Background: an optimization exercise with open tools, aiming at small area, a short achievable clock period and few clock cycles per item. Do not read the settings as production practice.
The RTL was checked by simulation tests, not by an equivalence proof against the original design.
No activity file was given, so power comes from the tool's default toggle rates.

==> design.v <==
module olivia_fec_decoder (
    input  wire        clk,
    input  wire        rst,
    input  wire        in_valid,
    output wire        in_ready,
    input  wire [3:0]  in_bps,
    input  wire [47:0] in_soft,
    output wire        out_valid,
    input  wire        out_ready,
    output wire [6:0]  out_char,
    output wire [2:0]  out_index,
    output wire [11:0] out_peak,
    output wire        out_last
);
    localparam [63:0] SCRAMBLING_CODE = 64'hE257E6D0291574EC;
    localparam integer NCRED = 4;    
    function [63:0] scr_tab;
        input integer s;
        integer i, m;
        begin
            for (i = 0; i < 8; i = i + 1)
                for (m = 0; m < 8; m = m + 1)
                    scr_tab[8*i + m] = SCRAMBLING_CODE[(8*s + m + 13*i) % 64];
        end
    endfunction
    genvar s, p, q, x, j;
    reg        rdy;           
    reg [5:0]  ld_t;          
    reg [7:0]  ld_s;          
    reg [7:0]  ld_pm;         
    reg [7:0]  ld_pg;         
    reg [7:0]  ld_mh;         
    reg [2:0]  ld_bm1;        
    reg [7:0]  we;            
    reg [23:0] xsel;          
    reg        dc_busy;       
    reg [2:0]  dc_bm1;        
    reg [7:0]  dc_bh;         
    reg [7:0]  dc_ih;         
    reg [7:0]  dc_mh;         
    reg [7:0]  dc_gh;         
    reg        win;           
    reg        dc_last;       
    reg [NCRED-1:0] cred;     
    reg [7:0]  neg;           
    wire fire = in_valid & rdy;
    reg  [2:0] in_bm1;
    always @(*) begin
        case (in_bps)
            4'd0, 4'd1: in_bm1 = 3'd0;
            4'd2:       in_bm1 = 3'd1;
            4'd3:       in_bm1 = 3'd2;
            4'd4:       in_bm1 = 3'd3;
            4'd5:       in_bm1 = 3'd4;
            4'd6:       in_bm1 = 3'd5;
            4'd7:       in_bm1 = 3'd6;
            default:    in_bm1 = 3'd7;
        endcase
    end
    wire [2:0] dc_m = {dc_mh[4] | dc_mh[5] | dc_mh[6] | dc_mh[7],
                       dc_mh[2] | dc_mh[3] | dc_mh[6] | dc_mh[7],
                       dc_mh[1] | dc_mh[3] | dc_mh[5] | dc_mh[7]};
    wire [7:0] phi  = {dc_mh[1:0], dc_mh[7:2]};
    wire       win_end = win & dc_mh[7];
    wire       out_fire;
    wire       cred_ok = cred[0];
    wire       t0      = (ld_t == 6'd0);
    wire       t63     = (ld_t == 6'd63);
    wire       done    = fire & t63;     
    wire       at_last = |(dc_ih & dc_bh);
    wire       busy_0  = dc_busy & ~(win_end & at_last);
    wire [7:0] ih_0    = win_end ? {dc_ih[6:0], dc_ih[7]} : dc_ih;
    wire [7:0] mh_0    = {dc_mh[6:0], dc_mh[7]};
    wire [7:0] gh_0    = dc_mh[7] ? {dc_gh[6:0], dc_gh[7]} : dc_gh;
    wire       al      = |({dc_gh[6:0], dc_gh[7]} & dc_ih);
    wire       go_0    = busy_0 & dc_mh[7] & cred_ok & (win | al);
    wire       last_0  = (go_0 & |(ih_0 & dc_bh)) | (dc_last & busy_0);
    wire       free_0  = ~busy_0 | last_0;
    wire       go_1    = cred_ok & ld_pg[7];
    wire       last_1  = go_1 & (ld_bm1 == 3'd0);
    wire       go_nx   = done ? go_1 : go_0;
    wire [7:0] neg_0;
    wire [7:0] neg_1;
    generate
        for (s = 0; s < 8; s = s + 1) begin : g_neg
            localparam [63:0] TAB = scr_tab(s);
            wire [63:0] hit;
            for (q = 0; q < 64; q = q + 1) begin : g_h
                assign hit[q] = TAB[q] & ih_0[q / 8] & mh_0[q % 8];
            end
            assign neg_0[s] = |hit;
            assign neg_1[s] = TAB[0];
        end
    endgenerate
    wire [23:0] xs_init;      
    wire [23:0] xs_one;       
    wire [23:0] xs_step;      
    generate
        for (p = 0; p < 8; p = p + 1) begin : g_xs
            localparam [2:0] CW = 3'd0 - p[2:0];
            wire [2:0] src = (ld_t[2:0] == 3'd7) ? xsel[3*((p + 7) % 8) +: 3] : xsel[3*p +: 3];
            assign xs_init[3*p +: 3] = CW;
            assign xs_one[3*p +: 3]  = (in_bm1 == CW) ? 3'd0 : CW + 3'd1;
            assign xs_step[3*p +: 3] = (src == ld_bm1) ? 3'd0 : src + 3'd1;
        end
    endgenerate
    wire [7:0] pm_n   = {ld_pm[6:0], ld_pm[7]};
    wire       rdy_0  = t0 ? free_0 : |(pm_n & ld_mh);
    wire       miss   = rdy & ~in_valid & ~t0;
    wire       rdy_1  = t63 ? last_1 : 1'b1;
    wire [7:0] s_1    = (ld_t[2:0] == 3'd7) ? {ld_s[6:0], ld_s[7]} : ld_s;
    wire [7:0] we_0   = rdy_0 ? ld_s : 8'd0;
    wire [7:0] we_1   = t63 ? (last_1 ? 8'd1 : 8'd0) : s_1;
    always @(posedge clk) begin
        if (rst) begin
            rdy     <= 1'b0;
            ld_t    <= 6'd0;
            ld_s    <= 8'd1;
            ld_pm   <= 8'd1;
            ld_pg   <= 8'd1;
            ld_mh   <= 8'd1;
            ld_bm1  <= 3'd0;
            we      <= 8'd0;
            xsel    <= xs_init;
            dc_busy <= 1'b0;
            dc_bm1  <= 3'd0;
            dc_bh   <= 8'd1;
            dc_ih   <= 8'd1;
            dc_mh   <= 8'd1;
            dc_gh   <= 8'd1;
            win     <= 1'b0;
            dc_last <= 1'b0;
            cred    <= {NCRED{1'b1}};
        end else begin
            rdy     <= fire ? rdy_1 : rdy_0;
            ld_t    <= fire ? ld_t + 6'd1 : ld_t;
            ld_s    <= fire ? s_1 : ld_s;
            ld_pm   <= (fire & t0) ? 8'd2 : pm_n;
            ld_pg   <= (fire & t0) ? 8'd1 : (ld_pm[7] ? {ld_pg[6:0], ld_pg[7]} : ld_pg);
            ld_mh   <= fire ? {ld_mh[6:0], ld_mh[7]} : ld_mh;
            ld_bm1  <= (fire & t0) ? in_bm1 : ld_bm1;
            we      <= fire ? we_1 : we_0;
            xsel    <= fire ? (t63 ? xs_init : t0 ? xs_one : xs_step) :
                       miss ? {xsel[20:0], xsel[23:21]} : xsel;
            dc_busy <= done | busy_0;
            dc_bm1  <= done ? ld_bm1 : dc_bm1;
            dc_bh   <= done ? (8'd1 << ld_bm1) : dc_bh;
            dc_ih   <= done ? 8'd1 : ih_0;
            dc_mh   <= done ? 8'd1 : mh_0;
            dc_gh   <= done ? {ld_pg[6:0], ld_pg[7]} : gh_0;
            win     <= go_nx | (win & ~win_end);
            dc_last <= done ? last_1 : last_0;
            if (go_nx & ~out_fire)
                cred <= {1'b0, cred[NCRED-1:1]};
            else if (out_fire & ~go_nx)
                cred <= {cred[NCRED-2:0], 1'b1};
        end
        neg <= done ? neg_1 : neg_0;
    end
    assign in_ready = rdy;
    wire [47:0] xb;           
    generate
        for (p = 0; p < 8; p = p + 1) begin : g_xb
            assign xb[6*p +: 6] = in_soft[6*xsel[3*p +: 3] +: 6];
        end
    endgenerate
    wire [47:0] taps;
    generate
        for (s = 0; s < 8; s = s + 1) begin : g_ring
            reg  [383:0] r;
            wire [383:0] sh = {r[377:0], r[383:378]};
            wire [383:0] nx;
            for (p = 0; p < 8; p = p + 1) begin : g_port
                assign nx[48*p +: 6]      = we[s] ? xb[6*p +: 6] : sh[48*p +: 6];
                assign nx[48*p + 6 +: 42] = sh[48*p + 6 +: 42];
            end
            always @(posedge clk) r <= nx;
            assign taps[6*s +: 6] = r[383:378];
        end
    endgenerate
    reg [7:0] A [0:7];
    generate
        for (q = 0; q < 8; q = q + 2) begin : g_a
            wire [7:0] ua = {{2{taps[6*q + 5]}}, taps[6*q +: 6]};
            wire [7:0] ub = {{2{taps[6*q + 11]}}, taps[6*q + 6 +: 6]};
            wire [7:0] xa = ua ^ {8{neg[q]}};
            wire [7:0] vb = (ub ^ {8{neg[q + 1]}}) + {7'd0, neg[q + 1]};
            wire [7:0] sm, df;
            ks_add #(.W(8)) u_s (.a(vb), .b(xa),  .cin(neg[q]),  .s(sm));
            ks_add #(.W(8)) u_d (.a(vb), .b(~xa), .cin(~neg[q]), .s(df));
            always @(posedge clk) begin
                A[q]     <= sm;
                A[q + 1] <= df;
            end
        end
    endgenerate
    wire [8:0] w2 [0:7];
    wire [9:0] w3 [0:7];
    generate
        for (q = 0; q < 8; q = q + 1) begin : g_b
            if ((q & 2) == 0) begin : g_lo2
                ks_add #(.W(9)) u (.a({A[q + 2][7], A[q + 2]}), .b({A[q][7], A[q]}),
                                   .cin(1'b0), .s(w2[q]));
            end else begin : g_hi2
                ks_add #(.W(9)) u (.a({A[q][7], A[q]}), .b(~{A[q - 2][7], A[q - 2]}),
                                   .cin(1'b1), .s(w2[q]));
            end
            if ((q & 4) == 0) begin : g_lo4
                ks_add #(.W(10)) u (.a({w2[q + 4][8], w2[q + 4]}), .b({w2[q][8], w2[q]}),
                                    .cin(1'b0), .s(w3[q]));
            end else begin : g_hi4
                ks_add #(.W(10)) u (.a({w2[q][8], w2[q]}), .b(~{w2[q - 4][8], w2[q - 4]}),
                                    .cin(1'b1), .s(w3[q]));
            end
        end
    endgenerate
    reg [9:0] B [0:7];
    generate
        for (q = 0; q < 8; q = q + 1) begin : g_breg
            always @(posedge clk) B[q] <= w3[q];
        end
    endgenerate
    wire [9:0] sk [0:7];
    generate
        for (j = 0; j < 8; j = j + 1) begin : g_skew
            if (j == 0) begin : g_z
                assign sk[j] = B[j];
            end else begin : g_d
                reg [10*j-1:0] d;
                if (j == 1) begin : g_1
                    always @(posedge clk) d <= B[j];
                end else begin : g_n
                    always @(posedge clk) d <= {d[10*j-11:0], B[j]};
                end
                assign sk[j] = d[10*j-1 -: 10];
            end
        end
    endgenerate
    wire [9:0] dk [0:7];
    generate
        for (x = 0; x < 8; x = x + 1) begin : g_rot
            wire [79:0] terms;
            for (j = 0; j < 8; j = j + 1) begin : g_t
                assign terms[10*j +: 10] = sk[j] & {10{phi[(j + x) % 8]}};
            end
            wire [9:0] sel = terms[9:0]   | terms[19:10] | terms[29:20] | terms[39:30] |
                             terms[49:40] | terms[59:50] | terms[69:60] | terms[79:70];
            reg  [9:0] rv;
            always @(posedge clk) rv <= sel;
            if (x == 7) begin : g_z
                assign dk[x] = rv;
            end else begin : g_d
                localparam integer N = 7 - x;
                reg [10*N-1:0] d;
                if (N == 1) begin : g_1
                    always @(posedge clk) d <= rv;
                end else begin : g_n
                    always @(posedge clk) d <= {d[10*N-11:0], rv};
                end
                assign dk[x] = d[10*N-1 -: 10];
            end
        end
    endgenerate
    reg [10:0] C1 [0:7];
    generate
        for (q = 0; q < 8; q = q + 1) begin : g_c1
            wire [10:0] u1;
            if ((q & 1) == 0) begin : g_lo
                ks_add #(.W(11)) u (.a({dk[q + 1][9], dk[q + 1]}), .b({dk[q][9], dk[q]}),
                                    .cin(1'b0), .s(u1));
            end else begin : g_hi
                ks_add #(.W(11)) u (.a({dk[q][9], dk[q]}), .b(~{dk[q - 1][9], dk[q - 1]}),
                                    .cin(1'b1), .s(u1));
            end
            always @(posedge clk) C1[q] <= u1;
        end
    endgenerate
    reg [11:0] C [0:7];
    generate
        for (q = 0; q < 8; q = q + 1) begin : g_c2
            wire [11:0] u2;
            if ((q & 2) == 0) begin : g_lo2
                ks_add #(.W(12)) u (.a({C1[q + 2][10], C1[q + 2]}), .b({C1[q][10], C1[q]}),
                                    .cin(1'b0), .s(u2));
            end else begin : g_hi2
                ks_add #(.W(12)) u (.a({C1[q][10], C1[q]}), .b(~{C1[q - 2][10], C1[q - 2]}),
                                    .cin(1'b1), .s(u2));
            end
            always @(posedge clk) C[q] <= u2;
        end
    endgenerate
    reg [11:0] mg [0:7];
    reg        sg [0:7];
    generate
        for (q = 0; q < 8; q = q + 1) begin : g_m
            wire [12:0] f3;
            if ((q & 4) == 0) begin : g_lo4
                ks_add #(.W(13)) u (.a({C[q + 4][11], C[q + 4]}), .b({C[q][11], C[q]}),
                                    .cin(1'b0), .s(f3));
            end else begin : g_hi4
                ks_add #(.W(13)) u (.a({C[q][11], C[q]}), .b(~{C[q - 4][11], C[q - 4]}),
                                    .cin(1'b1), .s(f3));
            end
            always @(posedge clk) begin
                mg[q] <= f3[11:0] ^ {12{f3[12]}};
                sg[q] <= f3[12];
            end
        end
    endgenerate
    wire [11:0] mag [0:7];
    generate
        for (q = 0; q < 8; q = q + 1) begin : g_mag
            assign mag[q] = mg[q] + {11'd0, sg[q]};
        end
    endgenerate
    reg [11:0] l1m [0:3];
    reg [1:0]  l1i [0:3];     
    generate
        for (q = 0; q < 4; q = q + 1) begin : g_l1
            wire r = mag[2*q + 1] > mag[2*q];
            always @(posedge clk) begin
                l1m[q] <= r ? mag[2*q + 1] : mag[2*q];
                l1i[q] <= r ? {1'b1, sg[2*q + 1]} : {1'b0, sg[2*q]};
            end
        end
    endgenerate
    reg [11:0] l2m [0:1];
    reg [2:0]  l2i [0:1];
    generate
        for (q = 0; q < 2; q = q + 1) begin : g_l2
            wire r = l1m[2*q + 1] > l1m[2*q];
            always @(posedge clk) begin
                l2m[q] <= r ? l1m[2*q + 1] : l1m[2*q];
                l2i[q] <= r ? {1'b1, l1i[2*q + 1]} : {1'b0, l1i[2*q]};
            end
        end
    endgenerate
    wire        l3r = l2m[1] > l2m[0];
    wire [11:0] l3m = l3r ? l2m[1] : l2m[0];
    wire [3:0]  l3i = l3r ? {1'b1, l2i[1]} : {1'b0, l2i[0]};
    reg [11:0] pk_m;
    reg [3:0]  pk_i;          
    always @(posedge clk) begin
        pk_m <= l3m;
        pk_i <= l3i;
    end
    wire [2:0] ypk = dc_m;
    reg [11:0] rm_m;
    reg [6:0]  rm_i;          
    wire take = dc_mh[0] | (pk_m > rm_m);
    always @(posedge clk) begin
        if (take) begin
            rm_m <= pk_m;
            rm_i <= {ypk, pk_i};
        end
    end
    reg [16:0] tok;
    always @(posedge clk) begin
        if (rst) tok <= 17'd0;
        else     tok <= {tok[15:0], win_end};
    end
    wire res_v = tok[16];
    reg  [2:0]  rc_i;
    wire        rc_last = (rc_i == dc_bm1);
    wire [22:0] res = {rc_last, rc_i, rm_i[0], rm_i[6:1], rm_m};    
    always @(posedge clk) begin
        if (rst)
            rc_i <= 3'd0;
        else if (res_v)
            rc_i <= rc_last ? 3'd0 : rc_i + 3'd1;
    end
    reg [22:0] qd [0:NCRED-1];
    reg [2:0]  qn;            
    reg        ov;
    reg [22:0] od;
    assign out_fire = ov & out_ready;
    wire [2:0]  qn_n = qn - {2'd0, out_fire} + {2'd0, res_v};
    wire [22:0] hd_n = out_fire ? ((qn >= 3'd2) ? qd[1] : res) :
                                  ((qn != 3'd0) ? qd[0] : res);
    integer k;
    always @(posedge clk) begin
        if (rst) begin
            qn <= 3'd0;
            ov <= 1'b0;
        end else begin
            qn <= qn_n;
            ov <= (qn_n != 3'd0);
        end
        od <= hd_n;
        if (out_fire) begin
            for (k = 0; k < NCRED - 1; k = k + 1)
                qd[k] <= qd[k + 1];
            if (res_v)
                qd[qn - 3'd1] <= res;
        end else if (res_v) begin
            qd[qn[1:0]] <= res;
        end
    end
    assign out_valid = ov;
    assign out_peak  = od[11:0];
    assign out_char  = od[18:12];
    assign out_index = od[21:19];
    assign out_last  = od[22];
endmodule
module ks_add #(
    parameter integer W = 8
) (
    input  wire [W-1:0] a,
    input  wire [W-1:0] b,
    input  wire         cin,
    output wire [W-1:0] s
);
    function integer levels;
        input integer n;
        integer v;
        begin
            levels = 0;
            for (v = 1; v < n; v = v * 2)
                levels = levels + 1;
        end
    endfunction
    localparam integer L = levels(W);
    wire [W-1:0] p0 = a ^ b;
    wire [W-1:0] g  [0:L];
    wire [W-1:0] pp [0:L];
    assign g[0]  = (a & b) | {{(W-1){1'b0}}, p0[0] & cin};
    assign pp[0] = p0;
    genvar k, i;
    generate
        for (k = 0; k < L; k = k + 1) begin : g_lvl
            for (i = 0; i < W; i = i + 1) begin : g_bit
                if (i >= (1 << k)) begin : g_op
                    assign g[k + 1][i]  = g[k][i] | (pp[k][i] & g[k][i - (1 << k)]);
                    assign pp[k + 1][i] = pp[k][i] & pp[k][i - (1 << k)];
                end else begin : g_pass
                    assign g[k + 1][i]  = g[k][i];
                    assign pp[k + 1][i] = pp[k][i];
                end
            end
        end
    endgenerate
    wire [W-1:0] c = {g[L][W-2:0], cin};
    assign s = p0 ^ c;
endmodule
==> flow/run.sh <==
#!/bin/bash
# Standard layout with: buf_4 port buffers, no dummy clock loads,
# and timing repair aiming for 6.6 ns of setup slack.
set -euo pipefail
export BUFFER_PORTS_ARGS="-buffer_cell sky130_fd_sc_hd__buf_4"
export CTS_ARGS="-sink_clustering_enable -repair_clock_nets -dont_use_dummy_load"
export SETUP_SLACK_MARGIN=6.6
bash standard.sh > standard.log 2>&1
==> standard.sh <==
#!/bin/bash
# synth_recipe.tcl (not shown) runs the flow's synth.tcl, then flattens the netlist and writes it again
# the make line also repeats each setting of config.mk as NAME=value (left out here)
make -C /OpenROAD-flow-scripts/flow DESIGN_CONFIG=/design/flow/config.mk WORK_HOME=/design/flow/orfs CLKGATE_MAP_FILE= SYNTH_SCRIPT=/design/flow/synth_recipe.tcl "${@:-finish}"
==> config.mk <==
export PLATFORM = sky130hd
export DESIGN_NAME = olivia_fec_decoder
export DESIGN_NICKNAME = olivia_fec_decoder
export VERILOG_FILES = /design/flow/design.v
export SDC_FILE = /design/flow/constraint.sdc
export NUM_CORES = 8
export LEC_CHECK = 0
export CAP_MARGIN = 40
export CORE_MARGIN = 2
export CORE_UTILIZATION = 35
export PLACE_DENSITY = 0.55
export SLEW_MARGIN = 20
==> constraint.sdc <==
create_clock -name core_clock -period 10.0 [get_ports {clk}]
set_input_delay 2.0000 -clock core_clock [delete_from_list [all_inputs] [get_ports {clk}]]
set_output_delay 2.0000 -clock core_clock [all_outputs]
set_load 0.01 [all_outputs]
==> results of run 1 <==
-- cells in the mapped netlist, drive strengths merged, types with 111 or more instances --
cell	n
a21oi	701
a22oi	347
buf	145
clkbuf	296
dfxtp	4397
edfxtp	111
ha	579
inv	638
mux2	111
mux2i	134
nand2	248
nand4	115
nor2	688
nor3	147
o21ai	230
xnor2	396
xor2	203
-- final cells by class --
| type | instances | area (sq um) | share of cell area [%] |
|---|---|---|---|
| inverters | 643 | 2420 | 1.61 |
| clock buffers | 415 | 10400 | 6.90 |
| flip-flops and latches | 4508 | 91400 | 60.7 |
| multi-input cells | 5016 | 38100 | 25.3 |
| repair buffers | 203 | 1880 | 1.25 |
| well taps | 5016 | 6280 | 4.17 |
| diodes | 3 | 7.51 | 0.00499 |
-- metrics by stage --
stage	worst slack [ns]	std cells
floorplan	6.52	10607
global placement	5.45	15329
detailed placement	5.31	15366
CTS	6.41	15783
global route	6.43	15802
finish	6.52	15804
-- kinds of logic after synthesis --
family	Yosys count	synth area share [%]
flops	4508	68.4
compound gates	1826	8.91
simple gates	1618	5.71
buf+inv	1084	3.21
fa+ha+maj	628	6.16
mux	341	3.59
xor+xnor	602	3.98
-- per-layer routing --
metal,up-vias,global-route usage [%],part of all wire (%)
li1,35781,-,-
met1,35461,19.4,47
met2,1809,23.3,46
met3,566,2.09,4.2
met4,0,4.60,3.2
met5,-,0,0
-- power groups by stage --
stage | registers (mW) | logic (mW) | clock network, mW
6_report | 23.3 | 19.2 | 13.1
5_1_grt | 23.7 | 21.1 | 14.2
4_1_cts | 23.4 | 19.2 | 13.6
3_5_place_dp | 23.7 | 19.0 | 0
3_3_place_gp | 23.7 | 18.7 | 0
2_1_floorplan | 22.6 | 14.1 | 0
-- flip-flops by register name, indices dropped and copies added, names as in the netlist, 12 cells and up --
register / flops
l2m: 24
pk_m: 12
A: 64
g_rot.g_d.d: 280
g_ring.r: 3072
qd: 92
od: 23
xsel: 24
B: 76
rm_m: 12
mg: 96
tok: 17
C: 90
C1: 84
g_rot.rv: 80
l1m: 48
g_skew.g_d.d: 274
-- placed cells by master, fill, tap and decap left out, types with 62 or more instances in the layout --
master / count
xnor2_1: 394
edfxtp_1: 111
mux2_2: 106
xor2_1: 202
mux2i_1: 125
buf_4: 145
a21oi_1: 695
mux4_2: 96
nand2b_1: 62
nor2_1: 685
nor3_1: 144
dfxtp_1: 4355
nand3_1: 82
ha_1: 576
o21ai_0: 219
nor2b_1: 83
inv_1: 631
nand4_1: 115
o21bai_1: 67
clkbuf_16: 415
nand2_1: 242
a22oi_1: 347
-- how the worst max path moves through the flow --
stage | startpoint | cells after the start | end | slack, ns
2_1_floorplan | out_ready | 6 | qd[1][0] | 6.52
3_3_place_gp | out_ready | 6 | qd[1][10] | 5.45
3_5_place_dp | out_ready | 6 | qd[1][4] | 5.31
4_1_cts | rdy | 1 | in_ready | 6.41
5_1_grt | rdy | 1 | in_ready | 6.43
6_report | rdy | 1 | in_ready | 6.52
-- what timing repair did --
item / CTS / global route
cloned: 1 / 0
buffers inserted: 1 / 6
gates resized for setup: 58 / 19
pin swaps: 2 / 3
endpoints found under the setup margin: 124 / 140
==> impl.org, run 1 <==
** Floorplan
- Row cnt :: 226
- From left edge to right edge, the die measures 622 um.
- Floorplan die area :: 386000 sq um
- Area of the core region :: 379000 sq um
- The initial utilization of the core area, before any placement, comes to 35.2%.
- During I/O placement, the number of pins put on the boundary was 81.
- From bottom edge to top edge, the die measures 622 um.

** Placed design
- Placer Congestion :: 0.856
- Count of buffers from port buffering :: 80
- Placed cell area :: 140000 sq um
- HPWL Detailed :: 198 mm

** Power and ir drop
- Of the total power, the share spent switching nets is 33.9%.
- Part of the total power dissipated in the clock network :: 23.6%
- The share of total power dissipated in sequential elements is 42.0%.
- Lkg Pwr :: 61.8 nW
- Across the VDD grid, the largest voltage drop is 287 uV.
- Summed over all nets, the switching power comes to 18.9 mW.
- Internal power comes to 36.7 mW.
- Pwr per Cell Area :: 369 nW/um^2
- After layout, the design draws a total of 55.6 mW.
- Per report_power, the combinational group accounts for 34.4% of the total.

** Global route
- For this run, the total global-route usage over all layers was measured as 14.3%.
- Entering global routing, the biggest net connects 87 pins.
- The initial antenna violation count is 15.
- Number of global-route vias before repair :: 73693
- Global-route congestion overflow total :: 0
- First-pass GRT wire length :: 435 mm

** Setup path
- For the worst flop-to-flop path, the logic depth is 10.
- Critical path buffer and inverter count :: 1
- Register-to-Register Setup Slack :: 6.75 ns
- Delay of the slowest critical-path stage :: 0.36 ns
- Slowest-stage cell, CP :: dfxtp_4
- The critical path goes through buf_6.
- Startpoint of the most critical register-to-register path :: neg[5]
- Endpoint arrival time on the critical path :: 1.48 ns
- The worst register-to-register path ends at A[5][7].
- Kind of cell with the highest combined delay on the critical path :: flip-flops
- Maximum fanout along the worst path :: 2
- Crit path launch type :: flop
- Endpoint kind of the worst setup timing path :: primary output
- Critical path required time :: 8.00 ns
- The worst setup path is of the flop to primary output kind.

** Worst hold path
- Counting instances, the worst hold path has a depth of 0.
- For hold timing, the worst endpoint is g_rot[3].g_d.d[6].
- Origin of the worst min-delay path :: g_rot[3].rv[6]
- The min-delay analysis places its worst path in the category flop to flop.

** Layout
- NumNets Final :: 11471
- At the end of the flow the core is filled with cells to 39.7%.
- The finished cells cover 151000 sq um.
- The post-route netlist has 9.12% of its cells at a drive strength greater than 1.
- Post-synthesis to final-layout area growth :: 12.8%
- Number of filler instances in the final layout :: 35304

** CTS
- For this design, the sink count on the clock tree is 4508.
- Maximum buffer depth of the clock tree :: 4
- CTS HTree Levels :: 5
- Post-CTS clock slew at the launch and capture registers of the worst setup and hold paths :: 0.07 ns
- TritonCTS built the clock tree.
- In this run, post-CTS hold repair placed 0 buffers.
- For the worst-skew pair, the clock arrives at the later sink with an insertion delay of 0.99 ns.
- Root cell of the clock tree :: clkbuf_16
- Counting the buffers created by CTS gives 415.

** Timing
- The worst path uses 34.8% of the clock period.
- Setup repair after global routing could not meet its margin everywhere.
- Transition time at the pin with the least slew margin :: 0.877 ns
- Worst max-slew margin expressed relative to the limit :: 40.8%
- Number of setup violations in the final report :: 0
- The final hold violation count is 0.
- Based on the critical path, the design can be clocked at up to 287 MHz.
- For the final routed database, the setup TNS stands at 0 ns.
- The routed design could run at a clock period as short as 3.48 ns.
- The number of max-slew violations in the final report is 0.
- Final Skew :: 0.150 ns
- The tightest hold path in the finished design has a slack of 0.225 ns.

** Logic synthesis
- Post-synth EDFFs :: 111
- Portion of the post-synthesis area used by sequential elements :: 68.4%
- Dominant synthesized flop cell :: dfxtp_1
- Number of cells produced by synthesis :: 10607
- For this run, asynchronously set or reset flops after synthesis account for 0%.
- Number of distinct library cell variants in the gate-level netlist after synthesis :: 99
- Summed over its instances, the top area cell type makes up 65.9% of the synthesized netlist area.
- Syn Std Cell Area :: 133000 sq um
- Sorting the synthesized cells by area gives the leading types as dfxtp_1 66%, ha_1 5.4%, a21oi_1 2.6%.
- In this run, synthesis produced a sequential element count of 4508.
- For this run, the number of Yosys warnings is 27.
- Of all cell types, the one taking the most synthesized area is dfxtp_1.
- Mean instance size in the synthesized netlist :: 12.6 sq um
- Post-Synthesis Net Count :: 11291

** Detailed routing
- Before antenna repair, the detailed router went through 7 iterations.
- For this run, design rule violations remaining after detail routing come to 0.
- Total routed wirelength :: 284 mm
- After detailed routing, the number of vias per cell comes to 4.66.
- Via count :: 73617
- Routed wire length per instance :: 18.0 um
- Antenna Nets Post-Route :: 0
- The first routing iteration left 4866 violations.

** Flow run
- Max-cap violations in this run came to 0.

** Run status
- The flow ran to the end and the layout has no timing, DRC or antenna violations.
Testbench counts, summed over its fixed seeds: cycles 35,480, chars 1,720.
==> run 2: changes to the inputs <==
==> flow/run.sh (replaced) <==
#!/bin/bash
# Standard layout with: buf_4 port buffers, no dummy clock loads, clock sink clusters of up to 28 sinks within 60 um,
# and timing repair aiming for 7.0 ns of setup slack.
set -euo pipefail
export BUFFER_PORTS_ARGS="-buffer_cell sky130_fd_sc_hd__buf_4"
export CTS_ARGS="-sink_clustering_enable -repair_clock_nets -dont_use_dummy_load -sink_clustering_size 28 -sink_clustering_max_diameter 60"
export SETUP_SLACK_MARGIN=7.0
bash standard.sh > standard.log 2>&1
==> impl.org, run 2 <==
** CTS
- TritonCTS clock tree :: built
- Number of clock buffers inserted by TritonCTS :: 286 (-31%)
- The clock transition time at the flip-flop clock pins of the worst setup and hold paths was 0.09 ns (+0.02 ns).
- Root cell of the clock tree :: clkbuf_16
- The number of buffers added to fix hold violations after cts is 0 (unchanged).
- Maximum buffer depth of the clock tree :: 4 (unchanged)
- Clock Sink Count :: 4508 (unchanged)
- CTS HTree Levels :: 5 (unchanged)
- The clock latency on the worst-skew pair came to 0.89 ns (-0.10 ns).

** Logic synthesis
- The share of flip-flops with an asynchronous set or reset came to 0% (unchanged).
- Number of distinct library cell variants in the gate-level netlist after synthesis :: 99 (unchanged)
- The gate count after technology mapping came to 10607 (unchanged).
- Dominant synthesized flop cell :: dfxtp_1
- Top cell type by total area after synthesis :: dfxtp_1
- The post-synth net total was 11291 (unchanged).
- The number of storage elements in the synthesis netlist is 4508 (unchanged).
- Ys Warns :: 27 (unchanged)
- Post-synth top area share :: 65.9% (unchanged)
- Portion of the post-synthesis area used by sequential elements :: 68.4% (unchanged)
- Post-synth EDFFs :: 111 (unchanged)
- Top post-synthesis cells by count :: 4397 x dfxtp_1, 696 x a21oi_1, 688 x nor2_1, 635 x inv_1, 579 x ha_1
- Syn Std Cell Area :: 133000 sq um (unchanged)
- Most used standard cell by instance count after synthesis :: dfxtp_1
- Biggest area contributors in the synthesized netlist :: dfxtp_1 66%, ha_1 5.4%, a21oi_1 2.6%
- The per-instance average area after synthesis came to 12.6 sq um (unchanged).

** Power and ir drop
- The total design power is 54.6 mW (-1.8%).
- The fraction of power spent switching nets is 34.8% (+0.91 points).
- Pwr per Cell Area :: 365 nW/um^2 (-1.3%)
- Part of the total power dissipated in the clock network :: 19.2% (-4.4 points)
- The maximum resistive drop on vdd came to 294 uV (+2.4%).
- Power dissipated by switching net loads :: 19.0 mW (+0.87%)
- Lkg Pwr :: 60.9 nW (-1.5%)
- Share of total power in combinational logic :: 38.0% (+3.6 points)
- The fraction of power consumed by sequential logic was 42.7% (+0.7 points).
- Design internal power :: 35.6 mW (-3.1%)

** Layout
- Most frequent cells in the layout :: 4323 x dfxtp_1, 674 x nor2_1, 672 x a21oi_1
- The share of layout cells above drive strength 1 was 11.3% (+2.2 points).
- Biggest register :: g_ring.r
- NumNets Final :: 11373 (-0.85%)
- The library cell used most frequently in the layout, excluding fill and tap cells, is dfxtp_1.
- Flip-flop count of the largest register, all copies and words added :: 3072 (unchanged)
- Largest registers ranked by flip-flop count :: g_ring.r (3072), g_rot.g_d.d (280), g_skew.g_d.d (274)
- Total non-filler cell area in the finished layout :: 150000 sq um (-0.51%)
- Util after Layout :: 39.5% (-0.20 points)
- Relative to the synthesized area, the layout overhead comes to 12.2%.

** Timing
- The setup TNS came to 0 ns (unchanged).
- The final worst setup slack is 6.62 ns (+0.0972 ns).
- Transition time at the pin with the least slew margin :: 0.909 ns (+0.0319 ns)
- The largest clock skew in the final design was 0.0997 ns (-0.0501 ns).
- The final critical path time including I/O delays and setup is 3.38 ns (-0.0972 ns).
- Final Hold Fails :: 0 (unchanged)
- Number of setup violations in the final report :: 0 (unchanged)
- The number of max-slew violations in the final report came to 0 (unchanged).
- The worst slew margin relative to its limit is 39.4% (-1.4 points).
- Setup repair after global routing could not meet its margin everywhere.
- Period utilization :: 33.8% (-0.97 points)
- Max Clk Rate :: 296 MHz (+2.9%)

** Setup path
- Critical path required time :: 8.00 ns (about the same)
- The kind of cell with the highest combined delay along the critical path is flip-flops.
- The worst setup path is launched from a flop.
- Critical path buffer and inverter count :: 1 (unchanged)
- The worst setup path is captured at a primary output.
- Slowest-stage cell, CP :: dfxtp_4
- The data arrival time of the critical path is 1.38 ns (-0.10 ns).
- Cell chain of the critical path :: buf_6
- Maximum fanout along the worst path :: 2 (unchanged)
- End of the worst register-to-register path :: B[7][8]
- The register-to-register setup slack came to 6.87 ns (+0.12 ns).
- Critical path start-end classification :: flop to primary output
- Startpoint of the most critical register-to-register path :: A[3][0]
- Delay of the slowest critical-path stage :: 0.39 ns (+0.03 ns)
- Worst reg-to-reg path cell count :: 14 (+4)

** Global route
- Fraction of met3 tracks used by global routing :: 1.75% (-0.34 points)
- Global routing met2 resource utilization :: 23.6% (+0.32 points)
- GR peak layer :: met2
- The number of global-route vias before repair came to 72815 (-1.2%).
- The aggregate global-route resource usage was 14.2% (-0.095 points).
- The aggregate global routing overflow is 0 (unchanged).
- The initial antenna violation count is 13 (-2).
- First-pass GRT wire length :: 432 mm (-0.74%)
- Pin count of the biggest net entering global routing :: 86 (-1.1%)
- The met1 track demand over resource in global routing was 19.1% (-0.33 points).

** Floorplan
- Die extent in y :: 622 um (unchanged)
- The core area came to 379000 sq um (unchanged).
- Row cnt :: 226 (unchanged)
- Initial standard-cell utilization of the core :: 35.2% (unchanged)
- Floorplan die area :: 386000 sq um (unchanged)
- The width of the chip came to 622 um (unchanged).
- Top-Level Pins :: 81 (unchanged)

** Worst hold path
- Worst hold path stage count :: 0 (unchanged)
- The worst hold path terminates at g_skew[7].g_d.d[38].
- In this run the worst hold path is classified as flop to flop.
- Origin of the worst min-delay path :: g_skew[7].g_d.d[28]

** Placed design
- The HPWL after detailed placement was 197 mm (-0.52%).
- The quantity of I/O buffers inserted on ports was 80 (unchanged).
- The cell area reported after detailed placement is 140000 sq um (+0.37%).
- Placer Congestion :: 0.845 (-1.3%)
- The setup slack at placement came to 5.57 ns (+0.261 ns).

** Detailed routing
- Total routed wirelength :: 284 mm (about the same)
- The number of vias after detailed routing is 73243 (-0.51%).
- Drt first-iter violations :: 4976 (+2.3%)
- Total DRC errors in the routed layout :: 0 (unchanged)
- First-pass detailed-route iteration total :: 10 (+3)
- Routed wire length per instance :: 18.1 um (+0.59%)
- The routed via count divided by cell count is 4.66 (about the same).
- Antenna Nets Post-Route :: 0 (unchanged)

** Flow run
- Maximum capacitance violations :: 0 (unchanged)

** Run status
- Outcome :: no timing/DRC/antenna violations
[run 2: cell counts after synthesis]
No cell type changed its count.
[run 2: layout make-up]
cell class	count	area, sq um
fill	35145	229000
sequential	4508	91500
antenna	7	17.5
inverter	643	2450
timing repair buffer	231	2300
multi-input combinational	5019	40100
tap	5016	6280
clock buffer	286	7160
[run 2: repair_timing]
action / CTS / global route
gates cloned: 2 / 2
pin swaps: 28 / 86
setup buffers: 26 / 30
gates resized for setup: 182 / 228
hold endpoints to repair: 0 / 0
setup endpoints to repair: 185 / 180
[run 2: routing by layer]
metal,wire length [um],up-vias
met4,9420,2
met3,11200,519
met2,132000,1696
met5,11,-
met1,132000,35444
li1,-,35582
[run 2: stage by stage]
step,hold WS [ns],std cells
floorplan,0.310,10607
global placement,0.310,15314
detailed placement,0.312,15347
CTS,0.212,15661
global route,0.225,15705
finish,0.225,15710
[run 2: power by group through the flow]
stage	Combinational, mW	Clock [mW]	Sequential [mW]
global placement	18.7	0	23.6
CTS	19.9	10.9	23.4
global route	22.8	11.5	23.7
finish	20.8	10.5	23.3
detailed placement	19.1	0	23.7
floorplan	14.2	0	22.6
[run 2: worst max path at each step]
stage | startpoint | end | slack [ns] | cells past startpoint
after detailed placement | in_valid | xsel[19] | 5.57 | 7
final | rdy | in_ready | 6.62 | 1
after floorplan | in_bps[1] | xsel[12] | 6.65 | 8
after global routing | rdy | in_ready | 6.54 | 1
after CTS | od[8] | out_peak[8] | 6.53 | 1
after global placement | in_valid | xsel[19] | 5.55 | 7
[run 2: cells by family after synthesis]
kind of cell	count (synthesis)	synth area share (%)
AO/OA/AOI/OAI	1826	8.91
buffers and inverters	1084	3.21
flip-flops	4508	68.4
AND/OR/NAND/NOR	1618	5.71
multiplexers	341	3.59
XOR/XNOR	602	3.98
adder cells (fa/ha/maj)	628	6.16
==> run 3: changes to the inputs <==
==> flow/run.sh (replaced) <==
#!/bin/bash
# Standard layout with: buf_4 port buffers, no dummy clock loads, clock sink clusters of up to 28 sinks within 60 um,
# and timing repair aiming for 6.8 ns of setup slack.
set -euo pipefail
export BUFFER_PORTS_ARGS="-buffer_cell sky130_fd_sc_hd__buf_4"
export CTS_ARGS="-sink_clustering_enable -repair_clock_nets -dont_use_dummy_load -sink_clustering_size 28 -sink_clustering_max_diameter 60"
export SETUP_SLACK_MARGIN=6.8
bash standard.sh > standard.log 2>&1
==> impl.org, run 3 <==
** Timing
- The final hold violation count is 0 (unchanged).
- The total of endpoints with negative setup slack in the final report was 0 (unchanged).
- The final critical path time including I/O delays and setup was 3.36 ns (-0.0191 ns).
- The worst slew margin relative to its limit came to 39.2% (-0.21 points).
- Unrepaired setup endpoints after global routing :: yes
- The transition time at the pin with the least slew margin is 0.901 ns (-0.00862 ns).
- The largest clock skew in the final design was 0.114 ns (+0.0141 ns).
- Max Transition Viols Final :: 0 (unchanged)
- Total Neg Setup Slack :: 0 ns (unchanged)
- Max Clk Rate :: 297 MHz (+0.57%)
- Period utilization :: 33.6% (-0.19 points)

** Power and ir drop
- Worst ir drop on vdd :: 281 uV (-4.4%)
- Lkg Pwr :: 60.5 nW (-0.51%)
- The total design power came to 53.2 mW (-2.6%).
- The internal power summed over all cells is 34.8 mW (-2.4%).
- The fraction of power spent switching nets was 34.7% (-0.19 points).
- Share of power burned in registers :: 43.8% (+1.1 points)
- Part of the total power dissipated in the clock network :: 19.4% (+0.2 points)
- Pwr per Cell Area :: 359 nW/um^2 (-1.5%)
- The power share of the combinational group came to 36.8% (-1.2 points).
- The net switching component of the power came to 18.4 mW (-3.1%).

** Setup path
- The slowest stage of the critical path is the dfxtp_4 cell.
- Endpoint arrival time on the critical path :: 1.36 ns (-0.02 ns)
- Endpoint kind of the worst setup timing path :: primary output
- Kind of cell with the highest combined delay on the critical path :: flip-flops
- Traced cell by cell, the critical path runs through buf_6.
- The required time of the critical path was 8.00 ns (about the same).
- The worst setup path is of the flop to primary output kind.
- The maximum fanout count along the critical path is 2 (unchanged).
- Critical path buffer and inverter count :: 1 (unchanged)
- Crit path launch type :: flop
- The largest stage delay on the critical path is 0.36 ns (-0.03 ns).

** Global route
- The first-pass GRT wire length came to 430 mm (-0.38%).
- The initial antenna violation count is 6 (-7).
- Global-route congestion overflow total :: 0 (unchanged)
- Pin count of the biggest net entering global routing :: 86 (unchanged)
- The aggregate global-route resource usage came to 14.1% (-0.093 points).
- The number of global-route vias before repair is 72338 (-0.66%).

** Floorplan
- The core area is 379000 sq um (unchanged).
- Overall die width :: 622 um (unchanged)
- The row count was 226 (unchanged).
- Initial standard-cell utilization of the core :: 35.2% (unchanged)
- The number of primary I/O pins is 81 (unchanged).
- Die extent in y :: 622 um (unchanged)
- Floorplan die area :: 386000 sq um (unchanged)

** Layout
- Most frequent standard cell in the layout excluding fill and tap cells :: dfxtp_1
- The multi-input gate area in the final layout is 38800 sq um (-3.2%).
- In the layout the commonest cells are 4346 x dfxtp_1, 686 x a21oi_1, 681 x nor2_1.
- Number of filler instances in the final layout :: 35334 (+0.54%)
- The share of layout cells above drive strength 1 is 9.13% (-2.2 points).
- The number of flip-flops in the largest register is 3072 (unchanged).
- Post-synthesis to final-layout area growth :: 10.9%
- Largest registers ranked by flip-flop count :: g_ring.r (3072), g_rot.g_d.d (280), g_skew.g_d.d (274)
- FF+latch area :: 91500 sq um (about the same)
- The net count reported at finish is 11364 (-0.079%).
- Biggest register :: g_ring.r

** Logic synthesis
- The most common cell in the synthesized netlist is dfxtp_1.
- The proportion of netlist area held by the largest area contributor is 65.9% (unchanged).
- Number of cells produced by synthesis :: 10607 (unchanged)
- Ys Warns :: 27 (unchanged)
- The part of the Yosys area used for sequential elements is 68.4% (unchanged).
- Ranked by total cell area, the synthesized netlist is headed by dfxtp_1 66%, ha_1 5.4%, a21oi_1 2.6%.
- The most used flip-flop cell after synthesis is dfxtp_1.
- The number of different library cells in the post-synthesis netlist was 99 (unchanged).
- The per-instance average area after synthesis came to 12.6 sq um (unchanged).
- Top post-synthesis cells by count :: 4397 x dfxtp_1, 696 x a21oi_1, 688 x nor2_1, 635 x inv_1, 579 x ha_1
- Number of register bits inferred by synthesis :: 4508 (unchanged)
- Post-Synthesis Net Count :: 11291 (unchanged)
- Proportion of register bits with asynchronous set or reset after synthesis :: 0% (unchanged)
- Syn Std Cell Area :: 133000 sq um (unchanged)
- The biggest area contributor in the post-synthesis netlist is dfxtp_1.
- Post-synth EDFFs :: 111 (unchanged)

** Placed design
- HPWL Detailed :: 196 mm (-0.30%)
- The quantity of I/O buffers inserted on ports came to 80 (unchanged).
- The routability congestion estimate from global placement was 0.838 (-0.82%).

** Detailed routing
- The total DRC errors in the routed layout came to 0 (unchanged).
- The count of antenna-violating nets left after detailed routing came to 0 (unchanged).
- First-pass detailed-route iteration total :: 9 (-1)
- Drt first-iter violations :: 5342 (+7.4%)
- Via count :: 72798 (-0.61%)
- The routed via count divided by cell count is 4.64 (-0.55%).
- Total routed wirelength :: 281 mm (-1.1%)
- The wire length per cell after detailed routing came to 17.9 um (-1.0%).

** Flow run
- Maximum capacitance violations :: 0 (unchanged)

** CTS
- Post-CTS clock slew at the launch and capture registers of the worst setup and hold paths :: 0.09 ns (about the same)
- Clock Sink Count :: 4508 (unchanged)
- The H-tree depth is 5 (unchanged).
- Clock insertion delay at the later pin of the skew report :: 0.90 ns (about the same)
- The maximum clock insertion buffer count was 4 (unchanged).
- The number of buffers added to fix hold violations after cts is 0 (unchanged).
- Number of clock buffers inserted by TritonCTS :: 278 (-2.8%)
- Clock tree synthesis selected as its root buffer the cell clkbuf_16.
- TritonCTS built the clock tree.

** Worst hold path
- Hold WC Path Type :: flop to flop

** Run status
- Outcome :: no timing/DRC/antenna violations
run 3: cell counts after synthesis:
Identical to the previous run, type by type.
run 3: final timing paths:
path              slack, ns              from               end  cells after the start
setup / recovery       6.64               rdy          in_ready                      1
hold / removal         0.24  g_ring[0].r[155]  g_ring[0].r[161]                      0
setup reg to reg       6.84          mg[1][2]         l1m[0][6]                     12
hold reg to reg        0.24  g_ring[0].r[155]  g_ring[0].r[161]                      0
run 3: repair_timing:
action | 4_1_cts | 5_1_grt
pin swaps | 7 | 13
endpoints found under the setup margin | 144 | 131
setup buffers | 13 | 20
gates cloned | 1 | 2
resized for setup | 82 | 97
run 3: power groups by stage:
stage | Sequential (mW) | Combinational [mW] | Clock [mW]
CTS | 23.4 | 19.4 | 10.7
global placement | 23.6 | 18.7 | 0
floorplan | 22.6 | 14.1 | 0
finish | 23.3 | 19.6 | 10.3
detailed placement | 23.7 | 18.9 | 0
global route | 23.6 | 21.6 | 11.3
run 3: final cells by class:
| cell class | instances | area share [%] |
|---|---|---|
| Timing Repair Buffer | 231 | 1.47 |
| Tap cell | 5016 | 4.24 |
| Multi-Input combinational cell | 5018 | 26.2 |
| Inverter | 643 | 1.65 |
| Sequential cell | 4508 | 61.8 |
| Antenna cell | 7 | 0.0118 |
| Clock buffer | 278 | 4.70 |
run 3: cells by family after synthesis:
kind of cell	Yosys count	synth area share, %
AO/OA/AOI/OAI	1826	8.91
XOR/XNOR	602	3.98
adder cells (fa/ha/maj)	628	6.16
buffers and inverters	1084	3.21
flip-flops	4508	68.4
multiplexers	341	3.59
AND/OR/NAND/NOR	1618	5.71
run 3: layer usage:
metal | track usage (%) | part of all wire (%) | routed length (um)
met1 | 19.2 | 47 | 133000
met2 | 23.3 | 46 | 129000
met3 | 1.59 | 3.5 | 9840
met4 | 4.52 | 3.2 | 9130
met5 | 0 | 0 | 0
run 3: metrics by stage:
step           utilization (%)  cell area (sq um)  setup WS, ns  hold WS, ns  instances
6_report                  39.1             148000          6.64        0.237      15701
5_1_grt                   39.1             148000          6.57        0.228      15696
4_1_cts                   38.8             147000          6.55        0.224      15661
3_5_place_dp              36.9             140000          5.51        0.312      15369
3_3_place_gp              36.8             139000          5.51        0.310      15328
2_1_floorplan                -             134000          6.65        0.310      10607
==> run 4: changes to the inputs <==
--- a/design.v
+++ b/design.v
@@ -245,8 +245,7 @@
             end
             wire [9:0] sel = terms[9:0]   | terms[19:10] | terms[29:20] | terms[39:30] |
                              terms[49:40] | terms[59:50] | terms[69:60] | terms[79:70];
-            reg  [9:0] rv;
-            always @(posedge clk) rv <= sel;
+            wire [9:0] rv = sel;
             if (x == 7) begin : g_z
                 assign dk[x] = rv;
             end else begin : g_d
@@ -344,22 +343,24 @@
         pk_m <= l3m;
         pk_i <= l3i;
     end
-    wire [2:0] ypk = dc_m;
+    wire [2:0] ypk = dc_m + 3'd1;
     reg [11:0] rm_m;
     reg [6:0]  rm_i;          
-    wire take = dc_mh[0] | (pk_m > rm_m);
+    wire take = dc_mh[7] | (pk_m > rm_m);       
     always @(posedge clk) begin
         if (take) begin
             rm_m <= pk_m;
             rm_i <= {ypk, pk_i};
         end
     end
-    reg [16:0] tok;
+    reg [1:0] wq;
     always @(posedge clk) begin
-        if (rst) tok <= 17'd0;
-        else     tok <= {tok[15:0], win_end};
+        if (rst)
+            wq <= 2'd0;
+        else if (dc_mh[7])
+            wq <= {wq[0], win_end};
     end
-    wire res_v = tok[16];
+    wire res_v = dc_mh[7] & wq[1];
     reg  [2:0]  rc_i;
     wire        rc_last = (rc_i == dc_bm1);
     wire [22:0] res = {rc_last, rc_i, rm_i[0], rm_i[6:1], rm_m};    
==> impl.org, run 4 <==
** Logic synthesis
- The gate count after technology mapping was 10458 (-1.4%).
- The part of the Yosys area used for sequential elements was 68.3% (-0.16 points).
- Post-synth top area share :: 65.7% (-0.20 points)
- The commonest cells after synthesis are 4302 x dfxtp_1, 732 x a21oi_1, 710 x nor2_1, 596 x inv_1, 580 x ha_1.
- Ranked by total cell area, the synthesized netlist is headed by dfxtp_1 66%, ha_1 5.5%, a21oi_1 2.8%.
- Number of register bits inferred by synthesis :: 4413 (-2.1%)
- The post-synth net total was 11143 (-1.3%).
- Yosys instantiated no cell more often than dfxtp_1.
- The synthesized area is 131000 sq um (-1.9%).
- Ys Warns :: 27 (unchanged)
- Post-synth EDFFs :: 111 (unchanged)
- Proportion of register bits with asynchronous set or reset after synthesis :: 0% (unchanged)
- For this run, the leading register cell type out of synthesis is dfxtp_1.
- The per-instance average area after synthesis came to 12.5 sq um (-0.46%).
- Top cell type by total area after synthesis :: dfxtp_1
- The number of different library cells in the post-synthesis netlist came to 91 (-8.1%).

** Run status
- Outcome :: no timing/DRC/antenna violations

** Layout
- Biggest register :: g_ring.r
- The final instance count without filler cells came to 15480 (-1.4%).
- Fraction of layout cells with a size suffix above 1 :: 8.51% (-0.63 points)
- Post-synthesis to final-layout area growth :: 10.6%
- Number of filler instances in the final layout :: 34874 (-1.3%)
- Leaving out fill and tap cells, the most frequent cell in the layout is dfxtp_1.
- Most frequent cells in the layout :: 4254 x dfxtp_1, 727 x a21oi_1, 704 x nor2_1
- NumNets Final :: 11186 (-1.6%)
- Flip-flop count of the largest register, all copies and words added :: 3072 (unchanged)
- The largest registers in the layout are g_ring.r (3072), g_rot.g_d.d (280), g_skew.g_d.d (274).
- The post-route cell area is 145000 sq um (-2.1%).

** Setup path
- The most critical setup path has its startpoint at rdy.
- STA classifies the critical path endpoint as a primary output.
- Cell chain of the critical path :: buf_6
- Endpoint arrival time on the critical path :: 1.41 ns (+0.05 ns)
- The register-to-register setup slack is 6.87 ns (+0.03 ns).
- Startpoint of the most critical register-to-register path :: dc_mh[0]
- Among all stages on the critical path, the largest delay is contributed by dfxtp_4.
- End of the worst register-to-register path :: C1[6][9]
- The total stage count of the critical path was 1 (unchanged).
- Critical path buffer and inverter count :: 1 (unchanged)
- Critical path start-end classification :: flop to primary output
- In this design, the largest share of critical-path delay is due to flip-flops.
- The required time of the critical path was 8.00 ns (about the same).
- The maximum fanout count along the critical path came to 2 (unchanged).
- Delay of the slowest critical-path stage :: 0.41 ns (+0.05 ns)
- Crit path launch type :: flop
- The most critical setup path has its endpoint at in_ready.
- Worst reg-to-reg path cell count :: 10 (-2)

** CTS
- The maximum clock insertion buffer count came to 4 (unchanged).
- TritonCTS clock tree :: built
- The clock latency on the worst-skew pair was 0.89 ns (about the same).
- CTS HTree Levels :: 5 (unchanged)
- The total clock buffers created by CTS came to 264 (-5.0%).
- Post-CTS clock slew at the launch and capture registers of the worst setup and hold paths :: 0.09 ns (about the same)
- The number of buffers added to fix hold violations after cts is 0 (unchanged).
- The count of clock tree sinks is 4413 (-2.1%).
- In this run the clock root is driven by a clkbuf_16.

** Power and ir drop
- Pwr per Cell Area :: 357 nW/um^2 (-0.69%)
- Lkg Pwr :: 59.3 nW (-2.1%)
- Overall power :: 51.7 mW (-2.8%)
- Worst ir drop on vdd :: 268 uV (-4.5%)

** Floorplan
- The starting density of the core was 35.2% (about the same).
- Floorplan die area :: 379000 sq um (-1.8%)
- Overall die width :: 616 um (-0.93%)
- Row cnt :: 224 (-0.88%)
- The core area was 372000 sq um (-1.8%).
- The die height is 616 um (-0.93%).
- Top-Level Pins :: 81 (unchanged)

** Timing
- Total Neg Setup Slack :: 0 ns (unchanged)
- The share of the cycle needed by the critical path after routing came to 34.1% (+0.42 points).
- The final critical path time including I/O delays and setup came to 3.41 ns (+0.0417 ns).
- The total of endpoints with negative setup slack in the final report is 0 (unchanged).
- Transition time at the pin with the least slew margin :: 0.889 ns (-0.0112 ns)
- The final worst hold slack came to 0.229 ns (-0.00781 ns).
- Setup repair after global routing could not meet its margin everywhere.
- Worst max-slew margin expressed relative to the limit :: 40.3% (+1.1 points)
- Max Transition Viols Final :: 0 (unchanged)
- The final hold violation count is 0 (unchanged).
- The largest clock skew in the final design came to 0.114 ns (+0.000258 ns).
- The maximum clock rate is 294 MHz (-1.2%).

** Detailed routing
- The routed wire length is 276 mm (-1.6%).
- The count of TritonRoute iterations in the first routing pass was 9 (unchanged).
- The routed via count divided by cell count was 4.62 (-0.33%).
- Total DRC errors in the routed layout :: 0 (unchanged)
- Antenna Nets Post-Route :: 0 (unchanged)
- The number of DRC violations after detailed-routing iteration 0 came to 4901 (-8.3%).
- The number of vias after detailed routing is 71540 (-1.7%).
- The wire length per cell after detailed routing was 17.9 um (-0.20%).

** Placed design
- Placer Congestion :: 0.862 (+2.9%)
- HPWL Detailed :: 192 mm (-2.1%)
- The quantity of I/O buffers inserted on ports was 80 (unchanged).
- Placed cell area :: 137000 sq um (-1.7%)
- The post-placement cell count is 15180 (-1.2%).

** Global route
- The initial antenna violation count is 11 (+5).
- First-pass GRT wire length :: 422 mm (-2.0%)
- The aggregate global-route resource usage was 14.2% (+0.073 points).
- The largest net degree at the start of global routing came to 94 (+9.3%).
- Global-route congestion overflow total :: 0 (unchanged)
- Number of global-route vias before repair :: 71344 (-1.4%)

** Flow run
- Maximum capacitance violations :: 0 (unchanged)

** Worst hold path
- The path class of the tightest hold or removal check is flop to flop.
run 4: cell types whose count changed after synthesis, moves of 36 or more:
cell | previous run | this run
dfxtp_1 | 4397 | 4302
inv_1 | 635 | 596
nor3_1 | 145 | 104
a21oi_1 | 696 | 732
clkbuf_1 | 288 | 337
mux2_2 | 106 | 143
run 4: power by group:
part,total (mW),internal [mW],switching (mW)
clock,9.95,4.69,5.26
combinational,18.8,7.91,10.9
sequential,22.9,21.0,1.86
total,51.7,33.7,18.0
run 4: worst min path at each step:
stage                           from                 end  slack [ns]  cells past startpoint
floorplan            g_ring[0].r[96]    g_ring[0].r[102]        0.31                      0
global route                 B[2][6]  g_skew[2].g_d.d[6]        0.21                      0
global placement    g_ring[3].r[258]    g_ring[3].r[264]        0.31                      0
detailed placement  g_ring[0].r[160]    g_ring[0].r[166]        0.31                      0
finish                       B[2][6]  g_skew[2].g_d.d[6]        0.23                      0
CTS                          B[2][6]  g_skew[2].g_d.d[6]        0.22                      0
run 4: layout make-up:
type	instances	area (sq um)	area share (%)
clock buffer	264	6610	4.56
timing repair buffer	233	2310	1.60
multi-input combinational	4988	38000	26.2
antenna	9	22.5	0.0155
sequential	4413	89600	61.8
tap	4972	6220	4.29
inverter	601	2260	1.56
run 4: repair_timing:
| item | in CTS | in global routing |
|---|---|---|
| gates cloned | 1 | 2 |
| setup endpoints to repair | 130 | 157 |
| gates resized for setup | 76 | 61 |
| setup buffers | 6 | 9 |
| pin swaps | 2 | 9 |
run 4: cell families (layout without fill, tap and decap cells):
family | count (synthesis) | in the layout | synth area share [%]
fa+ha+maj | 629 | 629 | 6.29
mux | 377 | 377 | 3.94
buf+inv | 1058 | 1098 | 3.12
xor+xnor | 597 | 597 | 4.00
simple gates | 1600 | 1600 | 5.76
compound gates | 1784 | 1785 | 8.61
other cells | 0 | 9 | 0
flops | 4413 | 4413 | 68.3
run 4: through the flow:
step           util (%)  worst slack (ns)
6_report           38.9              6.59
5_1_grt            38.9              6.53
4_1_cts            38.8              6.49
3_5_place_dp       36.9              5.97
3_3_place_gp       36.7              5.70
2_1_floorplan         -              6.55
run 4: routing by layer:
metal | up-vias | routed length [um] | GRT usage [%]
li1 | 34999 | - | -
met1 | 34363 | 128000 | 19.1
met2 | 1680 | 128000 | 23.6
met3 | 496 | 10800 | 1.64
met4 | 2 | 8920 | 4.54
met5 | - | 13 | 0
Testbench counts of run 4, summed over its fixed seeds: cycles 35,472, chars 1,720.
==> run 5: changes to the inputs <==
--- a/config.mk
+++ b/config.mk
@@ -7,6 +7,6 @@
 export LEC_CHECK = 0
 export CAP_MARGIN = 40
 export CORE_MARGIN = 2
-export CORE_UTILIZATION = 35
-export PLACE_DENSITY = 0.55
+export CORE_UTILIZATION = 45
+export PLACE_DENSITY = 0.65
 export SLEW_MARGIN = 20
==> impl.org, run 5 <==
** Run status
- Outcome :: no timing/DRC/antenna violations

** Setup path
- Number of stages on the worst setup path :: 1 (unchanged)
- Critical path buffer and inverter count :: 1 (unchanged)
- Among cell families on the critical path, the largest total delay comes from flip-flops.
- Delay of the slowest critical-path stage :: 0.42 ns (about the same)
- Worst reg-to-reg path cell count :: 11 (+1)
- Crit path launch type :: flop
- The maximum fanout count along the critical path was 5 (+3).
- Critical path required time :: 8.00 ns (about the same)
- Endpoint arrival time on the critical path :: 1.44 ns (+0.03 ns)
- Endpoint kind of the worst setup timing path :: primary output
- Slowest-stage cell, CP :: dfxtp_4
- Cell chain of the critical path :: buf_6
- The critical path is of the flop to primary output type.

** Detailed routing
- Routed wire length per instance :: 18.4 um (+2.9%)
- The total DRC errors in the routed layout was 0 (unchanged).
- The count of TritonRoute iterations in the first routing pass is 8 (-1).
- The number of DRC violations after detailed-routing iteration 0 is 5366 (+9.5%).
- The number of vias after detailed routing was 71650 (+0.15%).
- Total routed wirelength :: 264 mm (-4.5%)
- Antenna Nets Post-Route :: 0 (unchanged)
- Via/cell ratio :: 4.99 (+7.9%)

** Timing
- Worst max-slew margin expressed relative to the limit :: 39.7% (-0.65 points)
- The share of the cycle needed by the critical path after routing is 34.4% (+0.34 points).
- Max Clk Rate :: 291 MHz (-0.98%)
- Final Hold Fails :: 0 (unchanged)
- The final worst hold slack is 0.198 ns (-0.0309 ns).
- Post-route minimum period :: 3.44 ns (+0.0335 ns)
- The transition time at the pin with the least slew margin is 0.904 ns (+0.0148 ns).
- Unrepaired setup endpoints after global routing :: yes
- The largest clock skew in the final design was 0.131 ns (+0.0171 ns).
- Max Transition Viols Final :: 0 (unchanged)
- Total Neg Setup Slack :: 0 ns (unchanged)
- The total of endpoints with negative setup slack in the final report is 0 (unchanged).

** Floorplan
- The row count came to 198 (-12%).
- Initial standard-cell utilization of the core :: 45.1% (+9.9 points)
- Overall die width :: 544 um (-12%)
- Top-Level Pins :: 81 (unchanged)
- The area of the die is 295000 sq um (-22%).
- The core area was 290000 sq um (-22%).
- Die extent in y :: 544 um (-12%)

** Global route
- Number of global-route vias before repair :: 70461 (-1.2%)
- The initial antenna violation count is 12 (+1).
- Overall track demand over capacity in global routing :: 17.4% (+3.3 points)
- Pin count of the biggest net entering global routing :: 69 (-27%)
- The first-pass GRT wire length was 405 mm (-4.1%).
- The aggregate global routing overflow came to 0 (unchanged).

** Placed design
- The routability congestion estimate from global placement is 0.866 (+0.44%).
- HPWL Detailed :: 185 mm (-3.6%)
- Count of buffers from port buffering :: 80 (unchanged)

** Worst hold path
- Worst hold path stage count :: 0 (unchanged)
- The worst hold path belongs to the class flop to flop.

** CTS
- The clock transition time at the flip-flop clock pins of the worst setup and hold paths is 0.10 ns (about the same).
- Maximum buffer depth of the clock tree :: 4 (unchanged)
- The H-tree depth was 4 (-1).
- TritonCTS clock tree :: built
- The tree is rooted in a clkbuf_16.
- Clock insertion delay at the later pin of the skew report :: 0.92 ns (+0.03 ns)
- The total clock buffers created by CTS was 227 (-14%).
- Clock Sink Count :: 4413 (unchanged)

** Logic synthesis
- dfxtp_1 takes more of the synthesized area than any other cell.
- Largest family of logic cells by synthesized area :: compound AO/OA/AOI/OAI gates
- Syn Std Cell Area :: 131000 sq um (unchanged)
- The number of storage elements in the synthesis netlist is 4413 (unchanged).
- The part of the Yosys area used for sequential elements came to 68.3% (unchanged).
- Xor and xnor fraction of the mapped netlist area :: 4.00% (unchanged)
- The proportion of netlist area held by the largest area contributor came to 65.7% (unchanged).
- Dominant synthesized flop cell :: dfxtp_1
- The share of flip-flops with an asynchronous set or reset was 0% (unchanged).
- Portion of netlist area occupied by mux cells :: 3.94% (unchanged)
- The post-synthesis compound-gate area fraction is 8.61% (unchanged).
- The per-instance average area after synthesis was 12.5 sq um (unchanged).
- The post-synth net total came to 11143 (unchanged).
- By count the netlist is led by 4302 x dfxtp_1, 732 x a21oi_1, 710 x nor2_1, 596 x inv_1, 580 x ha_1.
- Number of distinct library cell variants in the gate-level netlist after synthesis :: 91 (unchanged)
- Post-synth EDFFs :: 111 (unchanged)
- Ranked by total cell area, the synthesized netlist is headed by dfxtp_1 66%, ha_1 5.5%, a21oi_1 2.8%.
- Basic-gate share of the synthesized area counting and, or, nand and nor cells :: 5.76% (unchanged)
- The most common cell in the synthesized netlist is dfxtp_1.
- Post-synthesis share of cell area spent on full adders, half adders and majority gates :: 6.29% (unchanged)
- The gate count after technology mapping is 10458 (unchanged).
- Ys Warns :: 27 (unchanged)

** Layout
- Flip-flop count of the largest register, all copies and words added :: 3072 (unchanged)
- The area growth from synthesis to layout is 8.70%.
- Biggest register :: g_ring.r
- The net count reported at finish came to 11146 (-0.36%).
- In the final layout, the registers with the most flip-flops are g_ring.r (3072), g_rot.g_d.d (280), g_skew.g_d.d (274).
- Area occupied by multi-input gates :: 37900 sq um (-0.17%)
- The area occupied by registers is 89600 sq um (about the same).
- The total of fill cells in the finished design was 25257 (-28%).
- Most frequent standard cell in the layout excluding fill and tap cells :: dfxtp_1
- Leaving out fill and tap cells, the most frequent cells in the layout are 4252 x dfxtp_1, 728 x a21oi_1, 705 x nor2_1.
- Fraction of layout cells with a size suffix above 1 :: 8.10% (-0.41 points)

** Power and ir drop
- The maximum resistive drop on vdd came to 227 uV (-15%).
- Pwr per Cell Area :: 355 nW/um^2 (-0.41%)
- The leakage power of the design came to 58.7 nW (-0.92%).

** Flow run
- Maximum capacitance violations :: 0 (unchanged)
## run 5: cell count changes in the layout (fill, tap and decap cells not counted), moves of 3 or more
| cell | before | now |
|---|---|---|
| buf_16 | 11 | 4 |
| dfxtp_4 | 16 | 19 |
| buf_4 | 163 | 167 |
| nor3_2 | 5 | 2 |
| o31ai_2 | 1 | 4 |
| ha_2 | 9 | 6 |
| diode_2 | 9 | 6 |
| clkbuf_16 | 265 | 227 |
| o21ai_4 | 8 | 5 |
## run 5: stage by stage
stage	instances	instance area [sq um]	setup WS [ns]	util [%]	power [mW]
after floorplan	10458	131000	6.55	-	35.9
after detailed placement	14103	136000	5.93	46.8	41.4
after global placement	14056	135000	5.88	46.6	40.9
after global routing	14360	142000	6.50	49.0	53.7
final	14365	142000	6.56	49.0	50.6
after CTS	14336	142000	6.48	48.9	50.6
## run 5: kinds of logic (layout without fill, tap and decap cells)
group | count (synthesis) | in the layout
flops | 4413 | 4413
compound gates | 1784 | 1785
simple gates | 1600 | 1600
buf+inv | 1058 | 1058
fa+ha+maj | 629 | 629
xor+xnor | 597 | 597
mux | 377 | 377
other cells | 0 | 6
## run 5: layout make-up
type / count / area share (%)
Sequential cell: 4413 / 62.9
Multi-Input combinational cell: 4988 / 26.6
Clock buffer: 227 / 3.99
Tap cell: 3900 / 3.43
Inverter: 601 / 1.59
Timing Repair Buffer: 230 / 1.47
Antenna cell: 6 / 0.0105
## run 5: where the power goes
group	internal (mW)	switching, mW	total, mW	leakage (nW)
clock network	4.02	5.06	9.08	2.80
logic	7.92	10.6	18.5	19.2
registers	21.0	1.92	23.0	36.8
## run 5: final timing paths
| check | startpoint | slack, ns | endpoint |
|---|---|---|---|
| setup / recovery | rdy | 6.56 | in_ready |
| hold reg to reg | g_ring[2].r[14] | 0.20 | g_ring[2].r[20] |
| setup reg to reg | A[0][1] | 6.92 | B[2][9] |
| hold / removal | g_ring[2].r[14] | 0.20 | g_ring[2].r[20] |
## run 5: timing repair
item / 4_1_cts / 5_1_grt
hold buffers: 0 / 0
buffers inserted: 6 / 15
gates resized for setup: 68 / 63
pin swaps: 1 / 10
gates cloned: 0 / 1
setup endpoints to repair: 107 / 140
## run 5: metal layers
layer	share of wire (%)	GRT usage [%]	wire length (um)	vias to the layer above
met3	4.6	2.36	12200	465
met4	3.1	5.25	8060	2
met2	46	28.6	122000	1770
met5	0.0049	0	13	-
li1	-	-	-	34879
met1	46	23.9	122000	34534

[port drivers added, routing unchanged]
The results above use ideal ports. As a check the final layouts listed here were re-extracted and re-timed, cells and wires unchanged. Step 1 sets driving cells, clkbuf_16 on the clock port and buf_2 on the other inputs (assumed; they add their load-dependent delay and slew). Step 2 adds t to the input delays and takes it off the output delays; t is the mean of the earliest and latest rising clock arrival at the registers after step 1. Input paths then give back, and output paths get back, about the clock's delay inside the block. Three values: no drivers, after step 1, after step 2; two values: the first two.
run	t (ns)	setup WS [ns]	worst setup path at the end	slew at the worst register clock pin (ns)	pins driven straight from the clock port
run 1	0.994	6.520 / 6.428 / 5.784	input to register	0.07 / 0.07	1
run 2	0.954	6.617 / 6.522 / 6.109	input to register	0.10 / 0.10	1
run 3	0.964	6.636 / 6.543 / 5.918	input to register	0.10 / 0.10	1
run 4	0.946	6.595 / 6.497 / 5.934	input to register	0.10 / 0.10	1
run 5	0.945	6.561 / 6.470 / 6.026	input to register	0.10 / 0.10	1
After both steps setup and hold are still met in every run listed. The setup slack of run 1, which loses most, moves by -0.092 ns with the drivers and by -0.736 ns with both steps.
